This design comes from an exercise in tuning for small area on the open sky130 flow, not from production work. Only simulation tests tie the RTL to the original design; equivalence was not proved. Power and IR drop assume default switching activity.

Setup of alpha:
// qsub_extractor
module qsub_extractor (
    input  wire         clk,
    input  wire         rst,
    input  wire         cmd_valid,
    input  wire [31:0]  cmd,
    output wire [31:0]  status,
    output wire [31:0]  res,
    output wire [103:0] rstr,
    output wire [31:0]  finfo,
    output wire [31:0]  fcmd
);
Size in the first run: roughly 250 flip-flops, about 17000 um2 of cells after synthesis.
Settings: LEC_CHECK=0, CAP_MARGIN=5, CORE_MARGIN=2, CORE_UTILIZATION=55, PLACE_DENSITY=0.65, SLEW_MARGIN=5, SYNTH_HIERARCHICAL=1; clock period 15.0 ns.
standard.sh (not shown) runs the stock make flow with config.mk's settings and CLKGATE_MAP_FILE= SYNTH_SCRIPT=/design/flow/synth_recipe.tcl, a recipe that flattens the netlist after the stock synthesis.
==> flow/flow/run.sh <==
#!/bin/bash
# The standard layout (standard.sh: the ORFS flow with the standard
# synthesis) with two options changed:
#  - every port is buffered with the smallest buffer, sky130_fd_sc_hd__buf_1,
#    instead of the cell buffer_ports picks by itself;
#  - clock tree synthesis builds the tree from clkbuf_8 cells, in clusters of up to 16 sinks, and adds no
#    dummy load cells.
# Each tool's output goes to standard.log in this folder (ORFS also keeps its
# per-step logs under orfs/logs/).
set -o pipefail
export BUFFER_PORTS_ARGS="-buffer_cell sky130_fd_sc_hd__buf_1"
export CTS_ARGS="-sink_clustering_enable -repair_clock_nets -dont_use_dummy_load -buf_list sky130_fd_sc_hd__clkbuf_8 -sink_clustering_size 16 -sink_clustering_max_diameter 60"
bash standard.sh > standard.log 2>&1
alpha | status: complete | timing, DRC, antenna: pass
Relative to alpha, the following input files were edited for beta:
- a change of CAP_MARGIN from 5 to 20
- a change of SLEW_MARGIN from 5 to 20
Findings:
- Comparing beta against alpha, there is no change at all in multi-input logic cell count.
- Changes observed in beta relative to alpha: aggregate routed wire length now sits at about the same level, total number of vias has remained practically unchanged, period utilization shows no meaningful change, non-clock buffer count saw little to no change, die area held.
- Between beta and alpha, the proportion of power drawn by the clock network figures differ only marginally.
- Comparing alpha against beta, there is no change at all in relative area change from synthesis to final layout.
- From alpha to beta, count of TritonRoute iterations in the first routing pass did not move at all.

Another version of the RTL of qsub_extractor (not shown whole).
For scale: roughly 2,000 cells after synthesis, ~270 I/O pins.
clock: 15.0 ns
lec_check: 0
cap_margin: 20
core_margin: 2
core_utilization: 55
place_density: 0.65
slew_margin: 20
synth_hierarchical: 1
==> flow/flow/run.sh <==
#!/bin/bash
# The standard layout (standard.sh: the ORFS flow with the standard
# synthesis) with two options changed:
#  - every port is buffered with the smallest buffer, sky130_fd_sc_hd__buf_1,
#    instead of the cell buffer_ports picks by itself;
#  - clock tree synthesis builds the tree from clkbuf_4 cells and adds no
#    dummy load cells.
# Each tool's output goes to standard.log in this folder (ORFS also keeps its
# per-step logs under orfs/logs/).
set -o pipefail
export BUFFER_PORTS_ARGS="-buffer_cell sky130_fd_sc_hd__buf_1"
export CTS_ARGS="-sink_clustering_enable -repair_clock_nets -dont_use_dummy_load -buf_list sky130_fd_sc_hd__clkbuf_4"
bash standard.sh > standard.log 2>&1
Next try:
==> flow/flow/run.sh (replaced) <==
#!/bin/bash
# The standard layout (standard.sh: the ORFS flow with the standard
# synthesis) with every port buffered by the smallest buffer,
# sky130_fd_sc_hd__buf_1, instead of the cell buffer_ports picks by itself.
# Each tool's output goes to standard.log in this folder (ORFS also keeps its
# per-step logs under orfs/logs/).
set -o pipefail
export BUFFER_PORTS_ARGS="-buffer_cell sky130_fd_sc_hd__buf_1"
bash standard.sh > standard.log 2>&1
What happened: Total power goes up by 15%; clock skew falls by 84 ps; worst setup slack improved by 16 ps; final area goes up by 2.1%; sequential cell count is unchanged; synthesized cell count is unchanged; worst hold slack improved by 69 ps; core utilization came out higher by 1.3 points; first-iteration DRC count goes up by 8.8%; register-to-register slack is worse by 30 ps; wire length climbs by 0.58%.
Next try:
==> flow/flow/run.sh (replaced) <==
#!/bin/bash
# The standard layout (standard.sh: the ORFS flow with the standard
# synthesis) with two options changed:
#  - every port is buffered with the smallest buffer, sky130_fd_sc_hd__buf_1,
#    instead of the cell buffer_ports picks by itself;
#  - clock tree synthesis builds the tree from clkbuf_8 cells, in clusters of up to 16 sinks, and adds no
#    dummy load cells.
# Each tool's output goes to standard.log in this folder (ORFS also keeps its
# per-step logs under orfs/logs/).
set -o pipefail
export BUFFER_PORTS_ARGS="-buffer_cell sky130_fd_sc_hd__buf_1"
export CTS_ARGS="-sink_clustering_enable -repair_clock_nets -dont_use_dummy_load -buf_list sky130_fd_sc_hd__clkbuf_8 -sink_clustering_size 16 -sink_clustering_max_diameter 60"
bash standard.sh > standard.log 2>&1
Effect: Synthesized cell count stays the same. Core utilization is lower by 1.5 points. Cell count is lower by 0.72%. Maximum frequency is lower by 0.48%. Clock power is lower by 44%. Sequential share of layout area is higher by 0.94 points.
Next try:
==> flow/flow/run.sh (replaced) <==
#!/bin/bash
# The standard layout (standard.sh: the ORFS flow with the standard
# synthesis) with two options changed:
#  - every port is buffered with the smallest buffer, sky130_fd_sc_hd__buf_1,
#    instead of the cell buffer_ports picks by itself;
#  - clock tree synthesis builds the tree from clkbuf_4 cells, in clusters of up to 10 sinks, and adds no
#    dummy load cells.
# Each tool's output goes to standard.log in this folder (ORFS also keeps its
# per-step logs under orfs/logs/).
set -o pipefail
export BUFFER_PORTS_ARGS="-buffer_cell sky130_fd_sc_hd__buf_1"
export CTS_ARGS="-sink_clustering_enable -repair_clock_nets -dont_use_dummy_load -buf_list sky130_fd_sc_hd__clkbuf_4 -sink_clustering_size 10 -sink_clustering_max_diameter 50"
bash standard.sh > standard.log 2>&1
=> The changed run produced a clean layout; non-clock buffer count shrinks by 1; setup slack improved by 53 ps; via count barely changes; area after synthesis stays the same; design area came out lower by 0.56%; cell count is higher by 0.40%; hold slack is worse by 5.6 ps; fmax rises by 0.47%.

## static timing again, ports no longer ideal
In the flow no input, the clock included, has a driving cell. The finished layouts below were timed again as built, in two steps.
Step 1, drivers: a clkbuf_16 drives clk and a buf_2 each remaining input, both assumed.
Step 2 moves the port delays by t, midway between the first and last clock arrival at a register: inputs arrive t later, outputs are due t later. That takes back most of the time a late clock gives input paths.
Three values: ideal ports, drivers, drivers and shift; two values: the first two.
| run | shift t [ns] | slack for setup (ns) | worst setup path at the end | worst data-port slew with drivers (ns) |
|---|---|---|---|---|
| alpha | 0.591 | 4.048 / 4.023 / 4.023 | input to output | 0.04 |
| beta | 0.591 | 4.048 / 4.023 / 4.023 | input to output | 0.04 |
| the first run of note 2 | 0.810 | 3.720 / 3.686 / 3.686 | input to output | 0.05 |
| the second run of note 2 | 0.605 | 3.736 / 3.701 / 3.701 | input to output | 0.05 |
| the third run of note 2 | 0.617 | 3.682 / 3.649 / 3.649 | input to output | 0.05 |
| the fourth run of note 2 | 0.705 | 3.735 / 3.702 / 3.702 | input to output | 0.05 |
After both steps every run listed still meets setup and hold. For the second run of note 2, which loses most, drivers alone change the setup slack by -0.035 ns; drivers and shift together by -0.035 ns.
